Source: an optimization exercise on an open RTL-to-GDS flow (aim: small area, a short achievable clock period and few clock cycles per item). Production flows keep margins and buffers that such runs may drop. The RTL was checked by simulation tests, not by an equivalence proof against the original design. Power and IR drop assume default switching activity.

==> flow/design.v (excerpt) <==
module dxt_block_decoder (
    input  wire         clk,
    input  wire         rst,         
    input  wire         in_valid,
    output wire         in_ready,
    input  wire         in_fmt,      
    input  wire [127:0] in_data,
    output reg          out_valid,
    input  wire         out_ready,
    output wire [511:0] out_px
);
For scale: roughly 5,800 cells after synthesis, roughly 360 flip-flops, about 650 I/O pins, about 39,000 µm² of cells after synthesis.
==> flow/config.mk <==
export PLATFORM = sky130hd
export DESIGN_NAME = dxt_block_decoder
export DESIGN_NICKNAME = dxt_block_decoder
export VERILOG_FILES = /design/flow/design.v
export SDC_FILE = /design/flow/constraint.sdc
export NUM_CORES = 4
export LEC_CHECK = 0
export ABC_AREA = 1
export CAP_MARGIN = 20
export CORE_MARGIN = 2
export CORE_UTILIZATION = 45
export CTS_CLUSTER_DIAMETER = 120
export CTS_CLUSTER_SIZE = 30
export SLEW_MARGIN = 20
==> flow/constraint.sdc <==
create_clock -name core_clock -period 12.0 [get_ports {clk}]
set_input_delay 2.4000 -clock core_clock [delete_from_list [all_inputs] [get_ports {clk}]]
set_output_delay 2.4000 -clock core_clock [all_outputs]
set_load 0.01 [all_outputs]
standard.sh (not shown) runs the stock make flow with config.mk's settings and CLKGATE_MAP_FILE= SYNTH_SCRIPT=/design/flow/synth_recipe.tcl, a recipe that flattens the netlist after the stock synthesis.
==> flow/flow/run.sh <==
#!/bin/bash
# The standard layout (the standard.sh, unchanged synthesis), with two
# changes to how it is made:
#  - buffer_ports puts plain buffers (buf_1) on the ports instead of the
#    default delay-buffer cell;
set -euo pipefail
export BUFFER_PORTS_ARGS="-buffer_cell sky130_fd_sc_hd__buf_1"
export SETUP_SLACK_MARGIN=7.0
bash standard.sh > standard_flow.log 2>&1
The baseline went through all stages and came out clean.
Testbench counts at the start, summed over its fixed seeds: cycles 3,216, items 3,200.
Next try:
- CORE_UTILIZATION: 45 -> 52
- CTS_CLUSTER_DIAMETER: 120 -> unset
- CTS_CLUSTER_SIZE: 30 -> unset
The changed run ran to the end with no violations.
Power climbs by 4.9%.
Via count increases by 1.9%.
Final area went up by 0.92%.
Worst setup slack loses 110 ps.
Count of clock-buffer cells in the layout increases by 36.
Synthesized area stays the same.
Wire length shrinks by 1.2%.
Worst hold slack is better by 7.3 ps.
Die area falls by 13%.
Next try:
- CORE_UTILIZATION: 52 -> 45
- cell area goes up slightly
- sequential power barely changes
- routed wire length goes up slightly
- setup slack is better by 120 ps
- non-clock buffer count goes down by 3
- first-iteration DRC count goes down by about a fifth
Next try:
- CORE_UTILIZATION: 45 -> 40
- CTS_CLUSTER_DIAMETER: unset -> 160
- CTS_CLUSTER_SIZE: unset -> 24
Utilization goes down by 6.0 points.
Hold slack gets better by 32 ps.
Synthesized area stays the same.
Non-clock buffer count rises by 4.
Combinational power goes up by about 0.6%.


dxt_block_decoder again, from the RTL that the note above started with.
// dxt_block_decoder
module dxt_block_decoder (
    input  wire         clk,
    input  wire         rst,         
    input  wire         in_valid,
    output wire         in_ready,
    input  wire         in_fmt,      
    input  wire [127:0] in_data,
    output reg          out_valid,
    input  wire         out_ready,
    output wire [511:0] out_px
);
==> flow/config.mk <==
export PLATFORM = sky130hd
export DESIGN_NAME = dxt_block_decoder
export DESIGN_NICKNAME = dxt_block_decoder
export VERILOG_FILES = /design/flow/design.v
export SDC_FILE = /design/flow/constraint.sdc
export NUM_CORES = 4
export LEC_CHECK = 0
export ABC_AREA = 1
export CAP_MARGIN = 20
export CORE_MARGIN = 2
export CORE_UTILIZATION = 45
export CTS_CLUSTER_DIAMETER = 160
export CTS_CLUSTER_SIZE = 24
export SLEW_MARGIN = 20
==> flow/constraint.sdc <==
create_clock -name core_clock -period 12.0 [get_ports {clk}]
set_input_delay 2.4000 -clock core_clock [delete_from_list [all_inputs] [get_ports {clk}]]
set_output_delay 2.4000 -clock core_clock [all_outputs]
set_load 0.01 [all_outputs]
==> flow/flow/run.sh <==
#!/bin/bash
# The standard layout (the standard.sh, unchanged synthesis), with two
# changes to how it is made:
#  - buffer_ports puts plain buffers (buf_1) on the ports instead of the
#    default delay-buffer cell;
set -euo pipefail
export BUFFER_PORTS_ARGS="-buffer_cell sky130_fd_sc_hd__buf_1"
export SETUP_SLACK_MARGIN=6.95
bash standard.sh > standard_flow.log 2>&1
Testbench counts at the start, summed over its fixed seeds: cycles 3,216, items 3,200.
Rerun with:
--- a/flow/flow/run.sh
+++ b/flow/flow/run.sh
@@ -6,4 +6,4 @@
 set -euo pipefail
 export BUFFER_PORTS_ARGS="-buffer_cell sky130_fd_sc_hd__buf_1"
-export SETUP_SLACK_MARGIN=6.95
+export SETUP_SLACK_MARGIN=7.0
 bash standard.sh > standard_flow.log 2>&1
The changed run went through all stages and came out clean.
Clock-buffer cell count stays the same.
Global-route usage hardly moves.
Sequential cell count stays the same.
Clock power barely changes.
Core utilization went up by 0.13 points.
Die area stays the same.
Setup slack gains 42 ps.
Area after synthesis stays the same.


## the baseline
The RTL this note starts from:
==> flow/design.v <==
module dxt_dist (
    input  wire [7:0] x0,
    input  wire [7:0] x1,
    output wire       neg,
    output wire [7:0] dd
);
    wire [8:0] d10 = {1'b0, x1} - {1'b0, x0};
    wire [7:0] d01 = x0 - x1;
    assign neg = d10[8];
    assign dd  = neg ? d01 : d10[7:0];
endmodule
module dxt_color_lerp (
    input  wire       four,
    input  wire [7:0] x0,
    input  wire [7:0] x1,
    output wire [7:0] p2,
    output wire [7:0] p3
);
    localparam [4095:0] T_sdiv3 = 4096'h00fffffffefefefdfdfdfcfcfcfbfbfbfafafaf9f9f9f8f8f8f7f7f7f6f6f6f5f5f5f4f4f4f3f3f3f2f2f2f1f1f1f0f0f0efefefeeeeeeedededecececebebebeaeaeae9e9e9e8e8e8e7e7e7e6e6e6e5e5e5e4e4e4e3e3e3e2e2e2e1e1e1e0e0e0dfdfdfdedededddddddcdcdcdbdbdbdadadad9d9d9d8d8d8d7d7d7d6d6d6d5d5d5d4d4d4d3d3d3d2d2d2d1d1d1d0d0d0cfcfcfcecececdcdcdcccccccbcbcbcacacac9c9c9c8c8c8c7c7c7c6c6c6c5c5c5c4c4c4c3c3c3c2c2c2c1c1c1c0c0c0bfbfbfbebebebdbdbdbcbcbcbbbbbbbababab9b9b9b8b8b8b7b7b7b6b6b6b5b5b5b4b4b4b3b3b3b2b2b2b1b1b1b0b0b0afafafaeaeaeadadadacacacababab55555454545353535252525151515050504f4f4f4e4e4e4d4d4d4c4c4c4b4b4b4a4a4a4949494848484747474646464545454444444343434242424141414040403f3f3f3e3e3e3d3d3d3c3c3c3b3b3b3a3a3a3939393838383737373636363535353434343333333232323131313030302f2f2f2e2e2e2d2d2d2c2c2c2b2b2b2a2a2a2929292828282727272626262525252424242323232222222121212020201f1f1f1e1e1e1d1d1d1c1c1c1b1b1b1a1a1a1919191818181717171616161515151414141313131212121111111010100f0f0f0e0e0e0d0d0d0c0c0c0b0b0b0a0a0a0909090808080707070606060505050404040303030202020101010000;
    function automatic [7:0] sdiv3;
        input [8:0] i;
        sdiv3 = T_sdiv3[8*i +: 8];
    endfunction
    wire [8:0] d  = {1'b0, x1} - {1'b0, x0};
    wire [8:0] d1 = d + 9'd1;
    wire [7:0] s  = four ? sdiv3(d) : d1[8:1];
    assign p2 = x0 + s;
    assign p3 = (x1 - s) & {8{four}};
endmodule
module dxt_alpha_pal (
    input  wire        eight,
    input  wire [7:0]  a0,
    input  wire [7:0]  a1,
    input  wire [7:0]  add,
    output wire [47:0] ap
);
    localparam [191:0] T_t71 = 192'h249000007fffff6db6d6db6d9249236db6d2492449249000;
    function automatic [2:0] t71;
        input [5:0] i;
        t71 = T_t71[3*i +: 3];
    endfunction
    localparam [255:0] T_t72 = 256'h221111000ffffeeeddddcccbbbbaaa9999888777766655554443333222111100;
    function automatic [3:0] t72;
        input [5:0] i;
        t72 = T_t72[4*i +: 4];
    endfunction
    localparam [319:0] T_t73 = 320'hdef5ace718c5ef6b56b5a527394a518c20f7bdce6b58c62d6a52529420e7318c52908318c4208400;
    function automatic [4:0] t73;
        input [5:0] i;
        t73 = T_t73[5*i +: 5];
    endfunction
    localparam [95:0] T_u51 = 96'hdb6b6db2491b6da492249200;
    function automatic [2:0] u51;
        input [4:0] i;
        u51 = T_u51[3*i +: 3];
    endfunction
    localparam [127:0] T_u52 = 128'hcccbbaaa998887766655444332221100;
    function automatic [3:0] u52;
        input [4:0] i;
        u52 = T_u52[4*i +: 4];
    endfunction
    wire [4:0] h  = add[7:3];
    wire [5:0] s7 = {1'b0, h} + {3'd0, add[2:0]};
    wire [6:0] h3 = {2'd0, h} + {1'b0, h, 1'b0};
    wire [3:0] H  = add[7:4];
    wire [4:0] s5 = {1'b0, H} + {1'b0, add[3:0]};
    wire [5:0] H3 = {2'd0, H} + {1'b0, H, 1'b0};
    wire [2:0] T1 = t71(s7);
    wire [3:0] T2 = t72(s7);
    wire [4:0] T3 = t73(s7);
    wire [2:0] U1 = u51(s5);
    wire [3:0] U2 = u52(s5);
    wire [7:0] ci  = {7'd0, eight};
    wire [7:0] nci = {7'd0, !eight};
    wire [7:0] x2  = eight ? ~{3'd0, h} : {2'd0, H3};
    wire [7:0] y2  = eight ? ~{5'd0, T1} : {5'd0, U1};
    wire [7:0] b2  = a0 + x2 + ci;
    wire [7:0] ap2 = b2 + y2 + ci;
    wire [7:0] x3  = eight ? ~{2'd0, h, 1'b0} : {1'b0, H3, 1'b0};
    wire [7:0] y3  = eight ? ~{4'd0, T2} : {4'd0, U2};
    wire [7:0] b3  = a0 + x3 + ci;
    wire [7:0] ap3 = b3 + y3 + ci;
    wire [7:0] x4  = eight ? ~{1'b0, h3} : ~{1'b0, H3, 1'b0};
    wire [7:0] y4  = eight ? ~{3'd0, T3} : ~{4'd0, U2};
    wire [7:0] b4  = (eight ? a0 : a1) + x4 + 8'd1;
    wire [7:0] ap4 = b4 + y4 + 8'd1;
    wire [7:0] x5  = eight ? {1'b0, h3} : ~{2'd0, H3};
    wire [7:0] y5  = eight ? {3'd0, T3} : ~{5'd0, U1};
    wire [7:0] b5  = a1 + x5 + nci;
    wire [7:0] ap5 = b5 + y5 + nci;
    wire [7:0] b6  = a1 + {2'd0, h, 1'b0};
    wire [7:0] ap6 = (b6 + {4'd0, T2}) & {8{eight}};
    wire [7:0] b7  = a1 + {3'd0, h};
    wire [7:0] ap7 = (b7 + {5'd0, T1}) | {8{!eight}};
    assign ap = {ap7, ap6, ap5, ap4, ap3, ap2};
endmodule
module dxt_block_decoder (
    input  wire         clk,
    input  wire         rst,         
    input  wire         in_valid,
    output wire         in_ready,
    input  wire         in_fmt,      
    input  wire [127:0] in_data,
    output reg          out_valid,
    input  wire         out_ready,
    output wire [511:0] out_px
);
    reg  v1;
    wire adv = !out_valid || out_ready;
    assign in_ready = adv;
    always @(posedge clk) begin
        if (rst) begin
            v1        <= 1'b0;
            out_valid <= 1'b0;
        end else if (adv) begin
            v1        <= in_valid;
            out_valid <= v1;
        end
    end
    wire [7:0]  ia0   = in_data[7:0];
    wire [7:0]  ia1   = in_data[15:8];
    wire        four1 = in_data[15:0] > in_data[31:16];
    wire        aneg;
    wire [7:0]  iadd;
    dxt_dist u_ad (.x0(ia0), .x1(ia1), .neg(aneg), .dd(iadd));
    wire [47:0] asx;
    genvar k;
    generate
        for (k = 0; k < 16; k = k + 1) begin : g_as
            wire t = !four1 && in_data[32+2*k +: 2] == 2'd3;
            assign asx[3*k +: 3] = in_fmt ? in_data[16+3*k +: 3] : {2'b11, !t};
        end
    endgenerate
    reg         four_q, eight_q;
    reg [15:0]  c0_q, c1_q;
    reg [31:0]  cs_q;
    reg [7:0]   a0_q, a1_q, ad_q;
    reg [47:0]  as_q;
    always @(posedge clk) begin
        if (adv) begin
            four_q  <= in_fmt | four1;
            eight_q <= in_fmt & aneg;
            c0_q    <= in_fmt ? in_data[79:64]  : in_data[15:0];
            c1_q    <= in_fmt ? in_data[95:80]  : in_data[31:16];
            cs_q    <= in_fmt ? in_data[127:96] : in_data[63:32];
            a0_q    <= ia0;
            a1_q    <= ia1;
            ad_q    <= iadd;
            as_q    <= asx;
        end
    end
    wire [23:0] x0 = {c0_q[4:0], c0_q[4:2], c0_q[10:5], c0_q[10:9], c0_q[15:11], c0_q[15:13]};
    wire [23:0] x1 = {c1_q[4:0], c1_q[4:2], c1_q[10:5], c1_q[10:9], c1_q[15:11], c1_q[15:13]};
    wire [23:0] p2, p3;
    wire [47:0] ap;
    generate
        for (k = 0; k < 3; k = k + 1) begin : g_ch
            dxt_color_lerp u_cl (.four(four_q), .x0(x0[8*k +: 8]), .x1(x1[8*k +: 8]),
                                 .p2(p2[8*k +: 8]), .p3(p3[8*k +: 8]));
        end
    endgenerate
    dxt_alpha_pal u_ap (.eight(eight_q), .a0(a0_q), .a1(a1_q), .add(ad_q), .ap(ap));
    reg [15:0] pc0_q, pc1_q;
    reg [23:0] pc2_q, pc3_q;
    reg [63:0] pa_q;
    reg [31:0] ps_q;
    reg [47:0] pt_q;
    always @(posedge clk) begin
        if (adv) begin
            pc0_q <= c0_q;
            pc1_q <= c1_q;
            pc2_q <= p2;
            pc3_q <= p3;
            pa_q  <= {ap, a1_q, a0_q};
            ps_q  <= cs_q;
            pt_q  <= as_q;
        end
    end
    wire [23:0] e0 = {pc0_q[4:0], pc0_q[4:2], pc0_q[10:5], pc0_q[10:9], pc0_q[15:11], pc0_q[15:13]};
    wire [23:0] e1 = {pc1_q[4:0], pc1_q[4:2], pc1_q[10:5], pc1_q[10:9], pc1_q[15:11], pc1_q[15:13]};
    generate
        for (k = 0; k < 16; k = k + 1) begin : g_px
            wire [1:0] ci = ps_q[2*k +: 2];
            wire [2:0] ai = pt_q[3*k +: 3];
            reg  [23:0] col;
            always @(*) begin
                case (ci)
                    2'd0: col = e0;
                    2'd1: col = e1;
                    2'd2: col = pc2_q;
                    default: col = pc3_q;
                endcase
            end
            wire [7:0] alp = pa_q[8*ai +: 8];
            assign out_px[32*k +: 32] = {alp, col};
        end
    endgenerate
endmodule
clock: 12.0 ns
lec_check: 0
abc_area: 1
cap_margin: 20
core_margin: 2
core_utilization: 45
slew_margin: 20
==> flow/flow/run.sh <==
#!/bin/bash
# The standard layout (the standard.sh, unchanged synthesis), with two
# changes to how it is made:
#  - buffer_ports puts plain buffers (buf_1) on the ports instead of the
#    default delay-buffer cell;
set -euo pipefail
export BUFFER_PORTS_ARGS="-buffer_cell sky130_fd_sc_hd__buf_1"
export SETUP_SLACK_MARGIN=6.75
bash standard.sh > standard_flow.log 2>&1
Testbench counts of the baseline, summed over its fixed seeds: cycles 3,216, items 3,200.
Modified inputs, the candidate compared to the baseline
==> flow/flow/run.sh <==
#!/bin/bash
# The standard layout (the standard.sh, unchanged synthesis), with two
# changes to how it is made:
#  - buffer_ports puts plain buffers (buf_2) on the ports instead of the
#    default delay-buffer cell;
set -euo pipefail
export BUFFER_PORTS_ARGS="-buffer_cell sky130_fd_sc_hd__buf_2"
export SETUP_SLACK_MARGIN=6.5
bash standard.sh > standard_flow.log 2>&1
Results
- The candidate and the baseline ended up with nearly the same estimated wirelength of the detail-placed design.
- Relative to the baseline, proportion of power drawn by flip-flops and latches has increased by 0.2 points in the candidate.
- The total number of vias in the candidate sits 0.96% below the value recorded for the baseline.
- Diff the baseline -> the candidate: setup slack now smaller, sequential share of cell area lower.
- Comparing the candidate and the baseline, part of the total power dissipated in the clock network is higher on the baseline.
- Compared the candidate against the baseline; detailed-route wire length per cell within noise.
- Of the candidate and the baseline, the lower instance count on the critical path belongs to the baseline.
- Between the baseline and the candidate, total area of multi-input combinational cells decreased.

[re-timing with driven ports]
How much do the figures lean on ideal ports? The routed layouts below were timed once more, with nothing changed but the port constraints. Step 1, drivers: a clkbuf_16 drives clk and a buf_2 each remaining input, both assumed. Step 2 adds t to the input delays and takes it off the output delays; t is the mean of the earliest and latest rising clock arrival at the registers after step 1. Input paths then give back, and output paths get back, about the clock's delay inside the block. a / b / c = ideal / step 1 / step 2; a / b = the first two.
run | t, ns | slack for setup (ns) | hold WS [ns] | latest minus earliest clock arrival (ns)
the first run of note 1 | 0.612 | 6.953 / 6.886 / 6.941 | 0.408 / 0.408 / 0.408 | 0.027 / 0.026
the second run of note 1 | 0.626 | 6.843 / 6.772 / 6.967 | 0.415 / 0.415 / 0.415 | 0.021 / 0.022
the third run of note 1 | 0.639 | 6.963 / 6.889 / 6.942 | 0.394 / 0.394 / 0.394 | 0.052 / 0.051
the fourth run of note 1 | 0.624 | 6.931 / 6.862 / 6.845 | 0.426 / 0.426 / 0.426 | 0.054 / 0.054
the first run of note 2 | 0.617 | 6.874 / 6.808 / 6.954 | 0.426 / 0.426 / 0.426 | 0.046 / 0.045
the second run of note 2 | 0.619 | 6.916 / 6.847 / 6.945 | 0.426 / 0.426 / 0.426 | 0.045 / 0.045
the baseline | 0.625 | 6.720 / 6.660 / 6.416 | 0.413 / 0.413 / 0.413 | 0.031 / 0.031
the candidate | 0.619 | 6.451 / 6.389 / 6.520 | 0.419 / 0.419 / 0.419 | 0.040 / 0.040
After both steps every run listed still meets setup and hold. The setup slack of the baseline, which loses most, moves by -0.060 ns with the drivers and by -0.304 ns with both steps.
